From an optimization exercise on the open Yosys and OpenROAD flow, aimed at small area, a short achievable clock period and few clock cycles; shortcuts taken in it are not production practice. No activity file was given, so power comes from the tool's default toggle rates.

before:
## rfd_bin_decoder
module rfd_bin_decoder (
    input  wire        clk,
    input  wire        rst,         
    input  wire        in_valid,
    input  wire [7:0]  in_byte,
    output wire        in_ready,
    output wire        out_valid,
    input  wire        out_ready,
    output wire        out_ok,
    output wire [7:0]  out_len,
    output wire [15:0] out_pm1,
    output wire [15:0] out_pm2,
    output wire [15:0] out_n,
    output wire [15:0] out_m,
    output wire [15:0] out_g,
    output wire [31:0] out_x,
    output wire [31:0] out_y,
    output wire [31:0] out_z,
    output wire [31:0] out_e,
    output wire [31:0] out_f,
    output wire [7:0]  out_t,
    output wire [31:0] out_s,
    output wire [31:0] out_p,
    output wire [31:0] out_i,
    output wire [31:0] out_j,
    output wire [31:0] out_r,
    output wire [6:0]  out_tlen,
    input  wire [6:0]  text_addr,
    output wire [7:0]  text_byte
);
    localparam [4:0] F_BF1 = 5'd0,  F_BF2 = 5'd1,  F_TL  = 5'd2,  F_N   = 5'd3,
                     F_M   = 5'd4,  F_G   = 5'd5,  F_X   = 5'd6,  F_Y   = 5'd7,
                     F_Z   = 5'd8,  F_E   = 5'd9,  F_F   = 5'd10, F_T   = 5'd11,
                     F_S   = 5'd12, F_P   = 5'd13, F_I   = 5'd14, F_J   = 5'd15,
                     F_R   = 5'd16, F_TXT = 5'd17, F_CK  = 5'd18;
    reg        rec_valid;            
    reg [4:0]  fld;                  
    reg [6:0]  fbyte;                
    reg [7:0]  len;                  
    reg [15:0] bf1, bf2;
    reg [6:0]  tlen;
  ...
clock: 14.0 ns
lec_check: 0
cap_margin: 20
core_margin: 2
core_utilization: 40
place_density: 0.6
slew_margin: 20
synth_hierarchical: 1
standard.sh (not shown) runs the stock make flow with config.mk's settings and CLKGATE_MAP_FILE= SYNTH_SCRIPT=/design/flow/synth_recipe.tcl, a recipe that flattens the netlist after the stock synthesis.
==> flow/flow/run.sh <==
#!/bin/bash
# Standard ORFS layout (the standard.sh, unchanged synthesis) with three
# layout knobs: port buffers use the small buf_1 cell, CTS inserts no dummy
# loads, and repair_timing aims for a larger setup margin so the
# text_addr -> text_byte path is sized for speed.
set -euo pipefail
MARGIN=$(cat flow/margin.txt)
bash standard.sh \
  'BUFFER_PORTS_ARGS=-buffer_cell sky130_fd_sc_hd__buf_1' \
  "CTS_ARGS=-sink_clustering_enable -repair_clock_nets -dont_use_dummy_load -buf_list {$(cat flow/ctsbufs.txt)} $(cat flow/ctsextra.txt)" \
  "SETUP_SLACK_MARGIN=${MARGIN}" \
  finish > make_finish.log 2>&1
==> flow/flow/ctsbufs.txt <==
sky130_fd_sc_hd__clkbuf_4 sky130_fd_sc_hd__clkbuf_8
==> flow/flow/ctsextra.txt <==
-sink_clustering_size 16 -sink_clustering_max_diameter 50
==> flow/flow/margin.txt <==
7
Here is what was changed in the inputs of after compared with before.
--- a/flow/design.v
+++ b/flow/design.v
@@ -201,48 +201,64 @@
     assign out_t     = t_r;
     assign out_s     = s_r;
     assign out_p     = p_r;
     assign out_i     = i_r;
     assign out_j     = j_r;
     assign out_r     = r_r;
     assign out_tlen  = tlen;
     wire [7:0]  sel_lo = 8'b1 << text_addr[2:0];
     wire [15:0] hi_dec = 16'b1 << text_addr[6:3];
     wire [9:0]  sel_hi = hi_dec[9:0];
-    wire [63:0] cols;
-    genvar gr, gc;
+    wire [79:0] rows;
+    genvar gr;
     generate
-        for (gc = 0; gc < 8; gc = gc + 1) begin : g_col
-            wire [79:0] d;
-            for (gr = 0; gr < 10; gr = gr + 1) begin : g_row
+        for (gr = 0; gr < 10; gr = gr + 1) begin : g_row
+            wire [63:0] d;
+            genvar gc;
+            for (gc = 0; gc < 8; gc = gc + 1) begin : g_col
                 if (gr * 8 + gc < 79) begin : g_on
-                    assign d[gr*8 +: 8] = txt[(gr * 8 + gc)*8 +: 8];
+                    assign d[gc*8 +: 8] = txt[(gr * 8 + gc)*8 +: 8];
                 end else begin : g_off
-                    assign d[gr*8 +: 8] = 8'd0;
-                end
-            end
-            rfd_sel10 u_col (.d(d), .sel(sel_hi), .q(cols[gc*8 +: 8]));
+                    assign d[gc*8 +: 8] = 8'd0;
+                end
+            end
+            rfd_sel8 u_row (.d(d), .sel(sel_lo), .q(rows[gr*8 +: 8]));
         end
     endgenerate
-    rfd_sel8 u_out (.d(cols), .sel(sel_lo), .q(text_byte));
+    rfd_sel10 u_col (.d(rows), .sel(sel_hi), .q(text_byte));
 endmodule
 module rfd_sel8 (
     input  wire [63:0] d,
     input  wire [7:0]  sel,
     output wire [7:0]  q
 );
     assign q = (d[ 7: 0] & {8{sel[0]}}) | (d[15: 8] & {8{sel[1]}}) |
                (d[23:16] & {8{sel[2]}}) | (d[31:24] & {8{sel[3]}}) |
                (d[39:32] & {8{sel[4]}}) | (d[47:40] & {8{sel[5]}}) |
                (d[55:48] & {8{sel[6]}}) | (d[63:56] & {8{sel[7]}});
 endmodule
 module rfd_sel10 (
     input  wire [79:0] d,
     input  wire [9:0]  sel,
     output wire [7:0]  q
 );
+    wire [7:0] qa, qb, qc;
+    rfd_sel4 u_a (.d(d[31: 0]), .sel(sel[3:0]), .q(qa));
+    rfd_sel4 u_b (.d(d[63:32]), .sel(sel[7:4]), .q(qb));
+    rfd_sel2 u_c (.d(d[79:64]), .sel(sel[9:8]), .q(qc));
+    assign q = qa | qb | qc;
+endmodule
+module rfd_sel4 (
+    input  wire [31:0] d,
+    input  wire [3:0]  sel,
+    output wire [7:0]  q
+);
     assign q = (d[ 7: 0] & {8{sel[0]}}) | (d[15: 8] & {8{sel[1]}}) |
-               (d[23:16] & {8{sel[2]}}) | (d[31:24] & {8{sel[3]}}) |
-               (d[39:32] & {8{sel[4]}}) | (d[47:40] & {8{sel[5]}}) |
-               (d[55:48] & {8{sel[6]}}) | (d[63:56] & {8{sel[7]}}) |
-               (d[71:64] & {8{sel[8]}}) | (d[79:72] & {8{sel[9]}});
-endmodule
+               (d[23:16] & {8{sel[2]}}) | (d[31:24] & {8{sel[3]}});
+endmodule
+module rfd_sel2 (
+    input  wire [15:0] d,
+    input  wire [1:0]  sel,
+    output wire [7:0]  q
+);
+    assign q = (d[ 7: 0] & {8{sel[0]}}) | (d[15: 8] & {8{sel[1]}});
+endmodule
- after completed every stage of the flow, and the final layout passed the timing, DRC and antenna checks.
- Diff before -> after | routed wire length | down slightly
- In the flow results for before and after, the maximum number of pins on one net before global-route repair is larger on after.
- | clock share of power | after vs before | 0.3 points lower |
- Area of the die delta for after relative to before: 1500 um^2 lower
- On multiplexer share of the synthesized area, before and after are basically level.
- Compared with before, in after total met3 wirelength after detailed routing increased 3.7%; initial antenna violation count shows an increase of 5; worst setup slack decreased by 0.032 ns relative to the old numbers; horizontal extent of the die decreased 2.3 um.
- text_byte[5] as the endpoint of the most critical setup path was reported by before, and text_byte[2] by after.
- Compared with before, combinational logic power in after increased by a few percent.
- The total number of vias reported for after is greater than that of before by 0.76%.
- Diff before..after | total area of sequential cells | negligible
- Comparing before and after, the higher sequential share of layout area is on before.
No run of this note included a check of the RTL's function; only the layout flow was run.

oak:
The RTL this note starts from:
==> flow/design.v <==
module rfd_bin_decoder (
    input  wire        clk,
    input  wire        rst,         
    input  wire        in_valid,
    input  wire [7:0]  in_byte,
    output wire        in_ready,
    output wire        out_valid,
    input  wire        out_ready,
    output wire        out_ok,
    output wire [7:0]  out_len,
    output wire [15:0] out_pm1,
    output wire [15:0] out_pm2,
    output wire [15:0] out_n,
    output wire [15:0] out_m,
    output wire [15:0] out_g,
    output wire [31:0] out_x,
    output wire [31:0] out_y,
    output wire [31:0] out_z,
    output wire [31:0] out_e,
    output wire [31:0] out_f,
    output wire [7:0]  out_t,
    output wire [31:0] out_s,
    output wire [31:0] out_p,
    output wire [31:0] out_i,
    output wire [31:0] out_j,
    output wire [31:0] out_r,
    output wire [6:0]  out_tlen,
    input  wire [6:0]  text_addr,
    output wire [7:0]  text_byte
);
    localparam [4:0] F_BF1 = 5'd0,  F_BF2 = 5'd1,  F_TL  = 5'd2,  F_N   = 5'd3,
                     F_M   = 5'd4,  F_G   = 5'd5,  F_X   = 5'd6,  F_Y   = 5'd7,
                     F_Z   = 5'd8,  F_E   = 5'd9,  F_F   = 5'd10, F_T   = 5'd11,
                     F_S   = 5'd12, F_P   = 5'd13, F_I   = 5'd14, F_J   = 5'd15,
                     F_R   = 5'd16, F_TXT = 5'd17, F_CK  = 5'd18;
    reg        rec_valid;            
    reg [4:0]  fld;                  
    reg [6:0]  fbyte;                
    reg [7:0]  len;                  
    reg [15:0] bf1, bf2;
    reg [6:0]  tlen;
    reg [7:0]  sum1, sum2;
    reg        ck1_ok, ok;
    reg [15:0] n_r, m_r, g_r;
    reg [31:0] x_r, y_r, z_r, e_r, f_r, s_r, p_r, i_r, j_r, r_r;
    reg [7:0]  t_r;
    reg [7:0]  txt [0:78];
    assign in_ready = !rec_valid || out_ready;
    wire   fire     = in_valid && in_ready;
    wire [7:0]  hb1 = (fld == F_BF1) ? in_byte : bf1[15:8];
    wire [15:0] h1  = {hb1, bf1[7:0]};
    wire        hv2 = h1[12];
    wire        tnz = (fld == F_TL) ? (in_byte != 8'd0) : (tlen != 7'd0);
    wire        v2  = bf1[12];
    function field_present(input [4:0] f);
        case (f)
            F_BF2:   field_present = hv2;
            F_TL:    field_present = hv2 & h1[15];
            F_N:     field_present = h1[0];
            F_M:     field_present = h1[1];
            F_G:     field_present = h1[2];
            F_X:     field_present = h1[3];
            F_Y:     field_present = h1[4];
            F_Z:     field_present = h1[5];
            F_E:     field_present = h1[6];
            F_F:     field_present = h1[8];
            F_T:     field_present = h1[9];
            F_S:     field_present = h1[10];
            F_P:     field_present = h1[11];
            F_I:     field_present = hv2 & bf2[0];
            F_J:     field_present = hv2 & bf2[1];
            F_R:     field_present = hv2 & bf2[2];
            F_TXT:   field_present = h1[15] & (!hv2 | tnz);
            default: field_present = 1'b0;
        endcase
    endfunction
    reg [4:0] next_field;
    integer k, b;
    wire [3:0] bsel = 4'b0001 << fbyte[1:0];
    always @(*) begin
        next_field = F_CK;
        for (k = 17; k >= 1; k = k - 1)
            if (k > fld && field_present(k[4:0]))
                next_field = k[4:0];
    end
    reg last_fbyte;
    always @(*) begin
        case (fld)
            F_BF1, F_BF2, F_N, F_CK: last_fbyte = (fbyte[0] == 1'b1);
            F_TL, F_T:               last_fbyte = 1'b1;
            F_M, F_G:                last_fbyte = !v2 || fbyte[0];
            F_TXT:                   last_fbyte = (fbyte + 7'd1 == tlen);
            default:                 last_fbyte = (fbyte[1:0] == 2'd3);
        endcase
    end
    wire       start  = (fld == F_BF1) && (fbyte == 7'd0);
    wire [7:0] s1_b   = start ? 8'd0 : sum1;
    wire [7:0] s2_b   = start ? 8'd0 : sum2;
    wire [8:0] s1_add = {1'b0, s1_b} + {1'b0, in_byte};
    wire [7:0] s1_nxt = s1_add[7:0] + {7'd0, s1_add[8]};
    wire [8:0] s2_add = {1'b0, s2_b} + {1'b0, s1_nxt};
    wire [7:0] s2_nxt = s2_add[7:0] + {7'd0, s2_add[8]};
    wire [7:0] s1_n   = (&sum1) ? 8'd0 : sum1;
    wire [7:0] s2_n   = (&sum2) ? 8'd0 : sum2;
    always @(posedge clk) begin
        if (rst) begin
            rec_valid <= 1'b0;
            fld       <= F_BF1;
            fbyte     <= 7'd0;
        end else begin
            if (out_ready)
                rec_valid <= 1'b0;
            if (fire) begin
                if (fld == F_CK && fbyte[0]) begin
                    rec_valid <= 1'b1;
                    fld       <= F_BF1;
                    fbyte     <= 7'd0;
                end else if (last_fbyte) begin
                    fld   <= next_field;
                    fbyte <= 7'd0;
                end else begin
                    fbyte <= fbyte + 7'd1;
                end
            end
        end
    end
    always @(posedge clk) begin
        if (fire) begin
            len <= start ? 8'd1 : len + 8'd1;
            if (fld != F_CK) begin
                sum1 <= s1_nxt;
                sum2 <= s2_nxt;
            end
            case (fld)
                F_BF1: begin
                    if (fbyte[0]) begin
                        bf1[15:8] <= in_byte;
                        tlen      <= (in_byte[7] && !in_byte[4]) ? 7'd16 : 7'd0;
                        if (!in_byte[4]) bf2 <= 16'd0;
                    end else begin
                        bf1[7:0] <= in_byte;
                    end
                end
                F_BF2: bf2[fbyte[0]*8 +: 8] <= in_byte;
                F_TL:  tlen <= (in_byte > 8'd79) ? 7'd79 : in_byte[6:0];
                F_M: if (!fbyte[0]) m_r[7:0] <= in_byte;
                F_G: if (!fbyte[0]) g_r[7:0] <= in_byte;
                F_T: t_r <= in_byte;
                F_TXT: txt[fbyte] <= in_byte;
                F_CK: begin
                    if (fbyte[0]) ok <= ck1_ok && (in_byte == s2_n);
                    else          ck1_ok <= (in_byte == s1_n);
                end
                default: ;
            endcase
            for (b = 0; b < 4; b = b + 1) begin
                if (bsel[b]) begin
                    if (b < 2 && fld == F_N) n_r[b*8 +: 8] <= in_byte;
                    if (fld == F_X) x_r[b*8 +: 8] <= in_byte;
                    if (fld == F_Y) y_r[b*8 +: 8] <= in_byte;
                    if (fld == F_Z) z_r[b*8 +: 8] <= in_byte;
                    if (fld == F_E) e_r[b*8 +: 8] <= in_byte;
                    if (fld == F_F) f_r[b*8 +: 8] <= in_byte;
                    if (fld == F_S) s_r[b*8 +: 8] <= in_byte;
                    if (fld == F_P) p_r[b*8 +: 8] <= in_byte;
                    if (fld == F_I) i_r[b*8 +: 8] <= in_byte;
                    if (fld == F_J) j_r[b*8 +: 8] <= in_byte;
                    if (fld == F_R) r_r[b*8 +: 8] <= in_byte;
                end
            end
            if ((fld == F_M) && (fbyte[0] || !v2)) m_r[15:8] <= fbyte[0] ? in_byte : 8'd0;
            if ((fld == F_G) && (fbyte[0] || !v2)) g_r[15:8] <= fbyte[0] ? in_byte : 8'd0;
        end
    end
    assign out_valid = rec_valid;
    assign out_ok    = ok;
    assign out_len   = len;
    assign out_pm1   = bf1;
    assign out_pm2   = bf2;
    assign out_n     = n_r;
    assign out_m     = m_r;
    assign out_g     = g_r;
    assign out_x     = x_r;
    assign out_y     = y_r;
    assign out_z     = z_r;
    assign out_e     = e_r;
    assign out_f     = f_r;
    assign out_t     = t_r;
    assign out_s     = s_r;
    assign out_p     = p_r;
    assign out_i     = i_r;
    assign out_j     = j_r;
    assign out_r     = r_r;
    assign out_tlen  = tlen;
    wire [7:0]  sel_lo = 8'b1 << text_addr[2:0];
    wire [15:0] hi_dec = 16'b1 << text_addr[6:3];
    reg  [9:0]  row_full, row_part;
    reg  [7:0]  lo_mask;
    integer q;
    always @(*) begin
        for (q = 0; q < 10; q = q + 1) begin
            row_full[q] = (q < tlen[6:3]);
            row_part[q] = (q == tlen[6:3]);
        end
        for (q = 0; q < 8; q = q + 1)
            lo_mask[q] = (q < tlen[2:0]);
    end
    wire [9:0]  sel_hi;
    rfd_rowsel u_rowsel (.hi_dec(hi_dec[9:0]), .sel_lo(sel_lo), .row_full(row_full),
                         .row_part(row_part), .lo_mask(lo_mask), .sel_hi(sel_hi));
    wire [79:0] rows;
    genvar gr;
    generate
        for (gr = 0; gr < 10; gr = gr + 1) begin : g_row
            wire [63:0] d;
            genvar gc;
            for (gc = 0; gc < 8; gc = gc + 1) begin : g_col
                if (gr * 8 + gc < 79) begin : g_on
                    assign d[gc*8 +: 8] = txt[gr * 8 + gc];
                end else begin : g_off
                    assign d[gc*8 +: 8] = 8'd0;
                end
            end
            rfd_sel8 u_row (.d(d), .sel(sel_lo), .q(rows[gr*8 +: 8]));
        end
    endgenerate
    rfd_sel10 u_col (.d(rows), .sel(sel_hi), .q(text_byte));
endmodule
module rfd_sel8 (
    input  wire [63:0] d,
    input  wire [7:0]  sel,
    output wire [7:0]  q
);
    assign q = (d[ 7: 0] & {8{sel[0]}}) | (d[15: 8] & {8{sel[1]}}) |
               (d[23:16] & {8{sel[2]}}) | (d[31:24] & {8{sel[3]}}) |
               (d[39:32] & {8{sel[4]}}) | (d[47:40] & {8{sel[5]}}) |
               (d[55:48] & {8{sel[6]}}) | (d[63:56] & {8{sel[7]}});
endmodule
module rfd_sel10 (
    input  wire [79:0] d,
    input  wire [9:0]  sel,
    output wire [7:0]  q
);
    assign q = (d[ 7: 0] & {8{sel[0]}}) | (d[15: 8] & {8{sel[1]}}) |
               (d[23:16] & {8{sel[2]}}) | (d[31:24] & {8{sel[3]}}) |
               (d[39:32] & {8{sel[4]}}) | (d[47:40] & {8{sel[5]}}) |
               (d[55:48] & {8{sel[6]}}) | (d[63:56] & {8{sel[7]}}) |
               (d[71:64] & {8{sel[8]}}) | (d[79:72] & {8{sel[9]}});
endmodule
module rfd_rowsel (
    input  wire [9:0] hi_dec,
    input  wire [7:0] sel_lo,
    input  wire [9:0] row_full,
    input  wire [9:0] row_part,
    input  wire [7:0] lo_mask,
    output wire [9:0] sel_hi
);
    wire lo_ok = |(sel_lo & lo_mask);
    assign sel_hi = hi_dec & (row_full | (row_part & {10{lo_ok}}));
endmodule
export LEC_CHECK = 0
export CAP_MARGIN = 20
export CORE_MARGIN = 2
export CORE_UTILIZATION = 40
export PLACE_DENSITY = 0.6
export SLEW_MARGIN = 20
export SYNTH_HIERARCHICAL = 1
create_clock -name core_clock -period 14.0 [get_ports {clk}]
==> flow/flow/run.sh <==
#!/bin/bash
# Standard ORFS layout (the standard.sh, unchanged synthesis) with three
# layout knobs: port buffers use the small buf_1 cell, CTS inserts no dummy
# loads, and repair_timing aims for a larger setup margin so the
# text_addr -> text_byte path is sized for speed.
set -euo pipefail
MARGIN=$(cat flow/margin.txt)
bash standard.sh \
  'BUFFER_PORTS_ARGS=-buffer_cell sky130_fd_sc_hd__buf_1' \
  "CTS_ARGS=-sink_clustering_enable -repair_clock_nets -dont_use_dummy_load -buf_list {$(cat flow/ctsbufs.txt)}" \
  "SETUP_SLACK_MARGIN=${MARGIN}" \
  finish > make_finish.log 2>&1
Scripts as last shown in full above: flow/flow/ctsbufs.txt, flow/flow/margin.txt
> inputs changed (oak -> pine)
--- a/flow/design.v
+++ b/flow/design.v
@@ -192,24 +192,12 @@
     assign out_j     = j_r;
     assign out_r     = r_r;
     assign out_tlen  = tlen;
     wire [7:0]  sel_lo = 8'b1 << text_addr[2:0];
     wire [15:0] hi_dec = 16'b1 << text_addr[6:3];
-    reg  [9:0]  row_full, row_part;
-    reg  [7:0]  lo_mask;
-    integer q;
-    always @(*) begin
-        for (q = 0; q < 10; q = q + 1) begin
-            row_full[q] = (q < tlen[6:3]);
-            row_part[q] = (q == tlen[6:3]);
-        end
-        for (q = 0; q < 8; q = q + 1)
-            lo_mask[q] = (q < tlen[2:0]);
-    end
-    wire [9:0]  sel_hi;
-    rfd_rowsel u_rowsel (.hi_dec(hi_dec[9:0]), .sel_lo(sel_lo), .row_full(row_full),
-                         .row_part(row_part), .lo_mask(lo_mask), .sel_hi(sel_hi));
+    wire        in_txt = (text_addr < tlen);
+    wire [9:0]  sel_hi = hi_dec[9:0] & {10{in_txt}};
     wire [79:0] rows;
     genvar gr;
     generate
         for (gr = 0; gr < 10; gr = gr + 1) begin : g_row
             wire [63:0] d;
@@ -245,16 +233,5 @@
                (d[23:16] & {8{sel[2]}}) | (d[31:24] & {8{sel[3]}}) |
                (d[39:32] & {8{sel[4]}}) | (d[47:40] & {8{sel[5]}}) |
                (d[55:48] & {8{sel[6]}}) | (d[63:56] & {8{sel[7]}}) |
                (d[71:64] & {8{sel[8]}}) | (d[79:72] & {8{sel[9]}});
 endmodule
-module rfd_rowsel (
-    input  wire [9:0] hi_dec,
-    input  wire [7:0] sel_lo,
-    input  wire [9:0] row_full,
-    input  wire [9:0] row_part,
-    input  wire [7:0] lo_mask,
-    output wire [9:0] sel_hi
-);
-    wire lo_ok = |(sel_lo & lo_mask);
-    assign sel_hi = hi_dec & (row_full | (row_part & {10{lo_ok}}));
-endmodule
## What came out
Utilization in pine vs oak: down 0.92 points
oak -> pine: non-clock buffer count decreased by a few percent
| global-route wire length before repair | pine vs oak | better |
Compared with oak, number of non-filler instances in the completed layout in pine decreased by a few percent.
Per the comparison of pine with oak, sequential share of power higher, share of synthesized cell area in and, or, nand and nor gates closely matched the old numbers.
Function was not checked in any run of this note: the RTL went through the layout flow alone.

-- separate check: timing with driven ports --
The results above use ideal ports. As a check the final layouts listed here were re-extracted and re-timed, cells and wires unchanged.
Step 1, drivers: a clkbuf_16 drives clk and a buf_2 each remaining input, both assumed.
Step 2, shift: input delay + t, output delay - t, t = (earliest + latest rising clock arrival at the registers) / 2. This alone moves slack from input paths to output paths.
Slacks: ideal ports / drivers / drivers and shift; pairs: ideal ports / drivers.
| run | shift t [ns] | setup WS [ns] | worst setup path at the end |
|---|---|---|---|
| before | 0.806 | 6.427 / 6.364 / 6.364 | input to output |
| after | 0.809 | 6.395 / 6.292 / 6.292 | input to output |
| oak | 0.871 | 6.289 / 6.155 / 6.155 | input to output |
| pine | 0.873 | 6.087 / 6.035 / 6.035 | input to output |
After both steps setup and hold are still met in every run listed. For oak, which loses most, drivers alone change the setup slack by -0.134 ns; drivers and shift together by -0.134 ns.
